What follows belongs to an exercise in optimizing a design on an open flow for small area, a short achievable clock period and few clock cycles per item; a production flow would make more cautious choices.
The RTL was checked by simulation tests, not by an equivalence proof against the original design.

// cfimu_update
module cfimu_update #(
    parameter [63:0] TIME_HZ = 64'd1000000
) (
    input  wire        clk,
    input  wire        rst,
    input  wire        start,
    input  wire        load,
    input  wire [31:0] ld_roll,
    input  wire [31:0] ld_pitch,
    input  wire [31:0] ld_yaw,
    input  wire [31:0] ld_bias,
    input  wire [31:0] acc_roll,
    input  wire [31:0] acc_pitch,
    input  wire [31:0] ax,
    input  wire [31:0] ay,
    input  wire [31:0] az,
    input  wire [31:0] gx,
    input  wire [31:0] gy,
    input  wire [31:0] gz,
    input  wire [63:0] t_now,
    input  wire [31:0] alpha,
    input  wire [31:0] beta,
    input  wire [31:0] acc_th,
    input  wire [31:0] gz_th,
    output reg         busy,
    output reg         done,
    output reg  [31:0] roll,
    output reg  [31:0] pitch,
    output reg  [31:0] yaw,
    output reg  [31:0] bias,
    output reg  [63:0] t_last,
    output reg         t_valid
);
    localparam [31:0] ONE  = 32'h3F800000;
    localparam [31:0] MONE = 32'hBF800000;
    function [6:0] clz64(input [63:0] v);
        integer i;
        reg found;
        begin
            clz64 = 7'd64;
            found = 1'b0;
            for (i = 63; i >= 0; i = i - 1)
                if (!found && v[i]) begin
                    clz64 = 7'd63 - i[6:0];
                    found = 1'b1;
                end
        end
    endfunction
    function [31:0] neg(input [31:0] x);
  ...
==> module fp_add, before the edit <==
module fp_add (
    input  wire [31:0] a,
    input  wire [31:0] b,
    output reg  [31:0] y
);
    function [4:0] clz25(input [24:0] v);
        integer i;
        reg found;
        begin
            clz25 = 5'd25;
            found = 1'b0;
            for (i = 24; i >= 0; i = i - 1)
                if (!found && v[i]) begin
                    clz25 = 5'd24 - i[4:0];
                    found = 1'b1;
                end
        end
    endfunction
    wire       a_inf = (a[30:23] == 8'hFF) && (a[22:0] == 0);
    wire       b_inf = (b[30:23] == 8'hFF) && (b[22:0] == 0);
    wire       a_nan = (a[30:23] == 8'hFF) && (a[22:0] != 0);
    wire       b_nan = (b[30:23] == 8'hFF) && (b[22:0] != 0);
    wire [7:0]  ea = (a[30:23] == 0) ? 8'd1 : a[30:23];
    wire [7:0]  eb = (b[30:23] == 0) ? 8'd1 : b[30:23];
    wire [23:0] ma = {a[30:23] != 0, a[22:0]};
    wire [23:0] mb = {b[30:23] != 0, b[22:0]};
    wire [8:0]  dab = {1'b0, ea} - {1'b0, eb};
    wire [8:0]  dba = {1'b0, eb} - {1'b0, ea};
    wire        age = !dab[8];                  
    wire        sub = a[31] ^ b[31];
    wire        zero_sign = a[31] & b[31];
    wire        e0  = (dab == 9'd0);
    wire        ap1 = (dab == 9'd1);
    wire        bp1 = (dba == 9'd1);
    wire [24:0] np  = {ma, 1'b0} - (ap1 ? {1'b0, mb} : {mb, 1'b0});
    wire [24:0] nq  = {mb, 1'b0} - (bp1 ? {1'b0, ma} : {ma, 1'b0});
    wire        bneg = e0 ? (mb > ma) : !age;           
    wire [24:0] nd  = bneg ? nq : np;
    wire [7:0]  nex = age ? ea : eb;
    wire        nsg = bneg ? b[31] : a[31];
    wire [4:0]  nlz = clz25(nd);
    wire [7:0]  nlim = nex - 8'd1;
    wire [4:0]  nsh = ({3'b0, nlz} > nlim) ? nlim[4:0] : nlz;
    wire [24:0] nn  = nd << nsh;
    wire [7:0]  nfe = nn[24] ? nex - {3'b0, nsh} : 8'd0;
    wire [31:0] near_y = (nd == 0) ? {zero_sign, 31'b0} : {nsg, nfe, nn[23:1]};
    wire        use_near = sub && (e0 || ((ap1 || bp1) && !nd[24]));
    wire [7:0]  ex = age ? ea : eb;
    wire [23:0] mx = age ? ma : mb;
    wire [23:0] mz = age ? mb : ma;
    wire [8:0]  d  = age ? dab : dba;
    wire        xs = age ? a[31] : b[31];
    reg  [26:0] zs;
    reg  [27:0] s;
    reg  [26:0] n;
    reg  [8:0]  e;
    reg  [24:0] mr;
    reg         up;
    reg  [25:0] al;
    wire [25:0] lowm = ((26'd1 << d[4:0]) - 26'd1) >> 2;
    reg  [31:0] far_y;
    always @* begin
        al = {mz, 2'b0} >> d[4:0];
        if (d > 9'd26)
            zs = {26'b0, mz != 0};
        else
            zs = {al, (mz & lowm[23:0]) != 0};
        if (sub) s = {1'b0, mx, 3'b0} - {1'b0, zs};
        else     s = {1'b0, mx, 3'b0} + {1'b0, zs};
        e = {1'b0, ex};
        if (s[27]) begin
            n = {s[27:2], s[1] | s[0]};
            e = e + 9'd1;
        end else if (!s[26] && sub) begin
            n = {s[25:0], 1'b0};
            e = e - 9'd1;
        end else begin
            n = s[26:0];
        end
        up = n[2] & (n[1] | n[0] | n[3]);
        mr = {1'b0, n[26:3]} + {24'b0, up};
        if (mr[24]) begin
            mr = mr >> 1;
            e = e + 9'd1;
        end
        if (s == 0)
            far_y = {zero_sign, 31'b0};
        else if (e >= 9'd255)
            far_y = {xs, 8'hFF, 23'b0};
        else
            far_y = {xs, (mr[23] ? e[7:0] : 8'd0), mr[22:0]};
    end
    always @* begin
        if (a_nan || b_nan || (a_inf && b_inf && (a[31] != b[31])))
            y = 32'h7FC00000;
        else if (a_inf)
            y = a;
        else if (b_inf)
            y = b;
        else if (use_near)
            y = near_y;
        else
            y = far_y;
    end
endmodule
==> module fp_sqrt, before the edit <==
module fp_sqrt (
    input  wire        clk,
    input  wire        ld,
    input  wire        step,
    input  wire [31:0] a,
    output wire [31:0] y
);
    localparam N0 = 9;
    localparam NS = 4;
    reg [13:0] rad;        
    reg [25:0] rem;
    reg [24:0] root;
    reg [7:0]  e;
    reg        zero;
    wire        odd = ~a[23];
    wire [23:0] m0  = {1'b1, a[22:0]};
    wire [31:0] r0  = odd ? {m0, 8'b0} : {1'b0, m0, 7'b0};
    wire [7:0]  eb  = {1'b0, a[30:24]} + 8'd63 + {7'b0, a[23]};
    wire [N0:0]   lrem [0:N0];
    wire [N0-1:0] lroot [0:N0];
    wire [3:0]    troot;
    wire [4:0]    trem;
    sq_top4 u_top (.v(r0[31:24]), .root(troot), .rem(trem));
    assign lrem[4]  = {{(N0-4){1'b0}}, trem};
    assign lroot[4] = {{(N0-4){1'b0}}, troot};
    genvar j;
    generate
        for (j = 4; j < N0; j = j + 1) begin : g_first
            sq_step #(.K(j)) u_s (.rem(lrem[j][j:0]), .root(lroot[j][(j > 0 ? j - 1 : 0):0]),
                                  .rb(r0[31 - 2*j -: 2]),
                                  .rem_o(lrem[j+1][j+1:0]), .root_o(lroot[j+1][j:0]));
            if (j + 2 <= N0) begin : g_pad_r
                assign lrem[j+1][N0:j+2] = 0;
            end
            if (j + 1 <= N0 - 1) begin : g_pad_q
                assign lroot[j+1][N0-1:j+1] = 0;
            end
        end
    endgenerate
    reg [13:0] sr [0:NS];
    reg [25:0] sm [0:NS];
    reg [24:0] sq [0:NS];
    reg [27:0] trial, sub;
    integer k;
    always @* begin
        sr[0] = rad;
        sm[0] = rem;
        sq[0] = root;
        for (k = 0; k < NS; k = k + 1) begin
            trial = {sm[k], sr[k][13:12]};
            sub   = {1'b0, sq[k], 2'b01};
            sr[k+1] = {sr[k][11:0], 2'b00};
            if (trial >= sub) begin
                sm[k+1] = trial - sub;
                sq[k+1] = {sq[k][23:0], 1'b1};
            end else begin
                sm[k+1] = trial[25:0];
                sq[k+1] = {sq[k][23:0], 1'b0};
            end
        end
    end
    always @(posedge clk) begin
        if (ld) begin
            rad  <= r0[31 - 2*N0 -: 14];
            rem  <= {{(25-N0){1'b0}}, lrem[N0]};
            root <= {{(25-N0){1'b0}}, lroot[N0]};
            e    <= eb;
            zero <= (a[30:23] == 8'd0);
        end else if (step) begin
            rad  <= sr[4];
            rem  <= sm[4];
            root <= sq[4];
        end
    end
    wire [25:0] nm = sm[3];
    wire [23:0] nq = sq[3][23:0];
    wire        up = ({1'b0, nm} > {3'b0, nq});
    wire [24:0] mr = {1'b0, nq} + {24'b0, up};
    assign y = zero ? 32'b0 : (mr[24] ? {1'b0, e + 8'd1, 23'b0} : {1'b0, e, mr[22:0]});
endmodule
Settings: LEC_CHECK=0, CAP_MARGIN=20, CELL_PAD_IN_SITES_DETAIL_PLACEMENT=1, CELL_PAD_IN_SITES_GLOBAL_PLACEMENT=2, CORE_MARGIN=2, CORE_UTILIZATION=25, PLACE_DENSITY=0.4, SLEW_MARGIN=20; clock period 28.0 ns.
run.sh (not shown) runs the stock make flow with config.mk's settings and CLKGATE_MAP_FILE= SYNTH_SCRIPT=/design/flow/synth_recipe.tcl, a recipe that flattens the netlist after the stock synthesis.
Testbench counts at the start, summed over its fixed seeds: cycles 33,614, updates 2,400.
Rerun with:
--- a/flow/design.v
+++ b/flow/design.v
@@ -32,9 +32,10 @@
     wire        e0  = (dab == 9'd0);
     wire        ap1 = (dab == 9'd1);
     wire        bp1 = (dba == 9'd1);
-    wire [24:0] np  = {ma, 1'b0} - (ap1 ? {1'b0, mb} : {mb, 1'b0});
+    wire [25:0] npw = {1'b0, ma, 1'b0} - (ap1 ? {2'b0, mb} : {1'b0, mb, 1'b0});
+    wire [24:0] np  = npw[24:0];
     wire [24:0] nq  = {mb, 1'b0} - (bp1 ? {1'b0, ma} : {ma, 1'b0});
-    wire        bneg = e0 ? (mb > ma) : !age;           
+    wire        bneg = e0 ? npw[25] : !age;             
     wire [24:0] nd  = bneg ? nq : np;
     wire [7:0]  nex = age ? ea : eb;
     wire        nsg = bneg ? b[31] : a[31];
@@ -339,11 +340,17 @@
             root <= sq[4];
         end
     end
-    wire [25:0] nm = sm[3];
-    wire [23:0] nq = sq[3][23:0];
-    wire        up = ({1'b0, nm} > {3'b0, nq});
-    wire [24:0] mr = {1'b0, nq} + {24'b0, up};
-    assign y = zero ? 32'b0 : (mr[24] ? {1'b0, e + 8'd1, 23'b0} : {1'b0, e, mr[22:0]});
+    wire [25:0] nm   = sm[3];
+    wire [23:0] nq   = sq[3][23:0];
+    wire        up   = ({1'b0, nm} > {3'b0, nq});
+    wire [2:0]  lo   = nq[2:0];
+    wire [21:0] hinc = {1'b0, root[20:0]} + 22'd1;
+    wire [22:0] m_lo = {root[19:0], lo + 3'd1};      
+    wire [22:0] m_hi = {hinc[19:0], 3'b0};           
+    wire [31:0] y_dn = {1'b0, e, nq[22:0]};
+    wire [31:0] y_up = (lo != 3'd7) ? {1'b0, e, m_lo}
+                     : (hinc[21] ? {1'b0, e + 8'd1, 23'b0} : {1'b0, e, m_hi});
+    assign y = zero ? 32'b0 : (up ? y_up : y_dn);
 endmodule
 module sq_step #(
     parameter K = 0
What happened: The new run finished clean. Worst setup slack improves by 1700 ps. Clock skew climbs by 64 ps. Die area is about the same. Cell area climbs slightly. Final cell count climbs slightly. Core utilization climbs by 0.28 points. Hold slack degrades by 20 ps. Routed wire length climbs by a few percent. Count of clock-buffer cells in the layout climbs by 55.
Testbench counts after the change, summed over its fixed seeds: cycles 33,614, updates 2,400.

==> static timing again, ports no longer ideal <==
No port has a modelled driver above. Below, the same layouts with a new extraction and two added sets of constraints. Step 1 assumes that a clkbuf_16 drives the clock port and a buf_2 every other input. Step 2, shift: input delay + t, output delay - t, t = (earliest + latest rising clock arrival at the registers) / 2. This alone moves slack from input paths to output paths. Three values: ideal, step 1, step 2; two values: the first two.
run | t, ns | slack for setup (ns) | hold WS [ns] | worst setup path at the end
the first run | 0.929 | 9.230 / 9.230 / 9.230 | 0.485 / 0.485 / 0.485 | register to register
the second run | 1.025 | 10.913 / 10.913 / 10.913 | 0.465 / 0.465 / 0.465 | register to register
After both steps every run listed still meets setup and hold.
